This is an optimization exercise on Yosys and OpenROAD, whose aim is small area, not a production implementation.
The RTL was checked by simulation tests, not by an equivalence proof against the original design.
Power and IR drop assume default switching activity.

Setup of job 4115:
## sps30_link
module sps30_link (
    input  wire        clk,
    input  wire        rst,        
    input  wire        op_valid,
    input  wire [11:0] op,
    input  wire [7:0]  raddr,
    output reg  [7:0]  rdata
);
Size in the first run: roughly 770 flip-flops, ~31 I/O pins, about 0.031 mm2 of cells after synthesis.
export LEC_CHECK = 0
export CAP_MARGIN = 20
export CORE_MARGIN = 2
export CORE_UTILIZATION = 40
export PLACE_DENSITY = 0.85
export SLEW_MARGIN = 20
export SYNTH_HIERARCHICAL = 1
create_clock -name core_clock -period 55.0 [get_ports {clk}]
standard.sh (not shown) runs the stock make flow with config.mk's settings and CLKGATE_MAP_FILE= SYNTH_SCRIPT=/design/flow/synth_recipe.tcl, a recipe that flattens the netlist after the stock synthesis.
==> flow/flow/run.sh <==
#!/bin/bash
# The standard ORFS layout (bash standard.sh), with these changes:
#  * synthesis maps logic with flow/abc_area_map.script (ORFS's speed-script
#    mapping passes with the delay target relaxed, then area-recovery
#    mapping rounds, and without abc's buffering and gate sizing) in place
#    of ORFS's abc_speed.script, and leaves adders to abc (no ADDER_MAP_FILE);
#  * clock tree synthesis uses clkbuf_16 clusters and no dummy loads.
# Registers, floorplan, power grid, tap cells, port buffers, placement and
# routing are the standard flow's. Each tool's output goes to a log file in
# this folder (and ORFS's own per-step logs under orfs/logs).
set -euo pipefail
work="$PWD"
rm -rf "$work/scripts_area"
cp -r "$FLOW_HOME/scripts" "$work/scripts_area"
cp "$work/flow/abc_area_map.script" "$work/scripts_area/abc_speed.script"
bash "$work/standard.sh" \
    "SCRIPTS_DIR=$work/scripts_area" \
    "ADDER_MAP_FILE=" \
    "CTS_ARGS=-sink_clustering_enable -repair_clock_nets -sink_clustering_size 30 -sink_clustering_max_diameter 80 -buf_list sky130_fd_sc_hd__clkbuf_16 -dont_use_dummy_load" \
    finish > "$work/standard_flow.log" 2>&1
==> flow/flow/abc_area_map.script <==
strash
&get -n
&st
&dch
&nf -R 1000
&st
&syn2
&if -g -K 6
&synch2
&nf -R 1000
&st
&syn2
&if -g -K 6
&synch2
&nf -R 1000
&st
&syn2
&if -g -K 6
&synch2
&nf -R 1000
&st
&syn2
&if -g -K 6
&synch2
&nf -R 1000
&st
&syn2
&if -g -K 6
&synch2
&nf -R 1000
&put
&st
&dch -f
&nf -R 1000 -C 32 -F 8
&put
topo
Setup changes, job 4115 to job 3238
Settings: PLACE_DENSITY: 0.85 -> unset; GPL_TIMING_DRIVEN: unset -> 0; CAP_MARGIN: 20 -> 5; SLEW_MARGIN: 20 -> 5.
--- outcome ---
- Of job 4115 and job 3238, just one finished clean: job 4115.
- Final checks on job 3238, whose flow otherwise completed, came back failing, citing max-capacitance violations, max-slew violations.
- In the metrics for job 4115 and job 3238, the one carrying the higher fraction of final layout cells sized beyond drive strength 1 is job 4115.
- Going from job 4115 to job 3238, global-route wire length before repair ~0 delta, buffer count excluding the clock tree in the final layout moved down, fraction of area in registers fell 0.34 points, total length of routed wires grew by about 0.5%.
- Going from job 4115 to job 3238, upper clock frequency limit -about 2.3%; setup slack -0.67 ns.
diff inputs: job 3238 => job 4059
Settings: a change of CAP_MARGIN from 5 to 20; an added PLACE_DENSITY of 0.85; a change of SLEW_MARGIN from 5 to 20; a deleted GPL_TIMING_DRIVEN that had been 0.
--- a/flow/flow/run.sh
+++ b/flow/flow/run.sh
@@ -7 +7,2 @@
-#  * clock tree synthesis uses clkbuf_16 clusters and no dummy loads.
+#  * clock tree synthesis uses clkbuf_16 clusters of up to 30 sinks and no
+#    dummy loads.
[summary]
Comparing job 4059 and job 3238, the one run not ending clean was job 3238. Job 3238 had finished all stages when the layout checks came back failing, citing max-capacitance violations, max-slew violations. ~same y dimension of the die in job 4059 and job 3238. Job 4059 vs job 3238 — sum of routed wire length over all layers dropped 0.51%. Between job 3238 and job 4059, wire length per cell after detailed routing decreased. Measured against each other, job 4059 and job 3238 differ in synthesis-to-finish area growth, the lower figure coming from job 4059. Number of buffers inserted by port buffering came out exactly the same in job 4059 and job 3238. NOTE: via count of the first global-routing pass in job 4059 exceeds that of job 3238. Critical path depth for job 4059: 1 down relative to job 3238. Post-DP HPWL of job 4059 falls short of that of job 3238 by a few percent.
Modified inputs, job 7931 compared to job 4059
Settings: CORE_UTILIZATION: 40 -> 55.
--- a/flow/flow/run.sh
+++ b/flow/flow/run.sh
@@ -8,2 +8,3 @@
-#    dummy loads.
-# Registers, floorplan, power grid, tap cells, port buffers, placement and
+#    dummy loads;
+#  * the buffer placed on each input and output port is buf_1.
+# Registers, floorplan, power grid, tap cells, placement and
@@ -19,0 +21 @@
+    "BUFFER_PORTS_ARGS=-buffer_cell sky130_fd_sc_hd__buf_1" \
--- a/flow/flow/abc_area_map.script
+++ b/flow/flow/abc_area_map.script
@@ -34,0 +35,6 @@
+&st
+&dch -f
+&nf -R 1000 -C 32 -F 8
+&st
+&dch -f
+&nf -R 1000 -C 32 -F 8
## What came out
Job 7931 vs. job 4059: via count climbed 4.0%, global routing met2 resource utilization went up 28 points, total power draw now sits higher.
Job 4059 vs job 7931, end of the critical path: rdata[4] vs rdata[7]
Job 7931 vs job 4059, master of the slowest instance on the critical path: nor4_1 vs clkdlybuf4s50_1

static timing again, ports no longer ideal:
The flow's constraints put no driver on any port. The routed layouts listed below were extracted and timed again, unchanged, in two steps.
Step 1 assumes that a clkbuf_16 drives the clock port and a buf_2 every other input.
Step 2 adds t to the input delays and takes it off the output delays; t is the mean of the earliest and latest rising clock arrival at the registers after step 1. Input paths then give back, and output paths get back, about the clock's delay inside the block.
a / b / c = no drivers / after step 1 / after step 2; a / b = the first two.
run | shift t [ns] | slack for setup (ns) | worst data-port slew with drivers (ns)
job 4115 | 0.644 | 26.578 / 26.556 / 26.556 | 0.04
job 3238 | 0.647 | 25.911 / 25.887 / 25.887 | 0.04
job 4059 | 0.644 | 26.578 / 26.556 / 26.556 | 0.04
job 7931 | 0.648 | 27.129 / 27.096 / 27.096 | 0.06
The setup slack of job 7931, which loses most, moves by -0.033 ns with the drivers and by -0.033 ns with both steps.
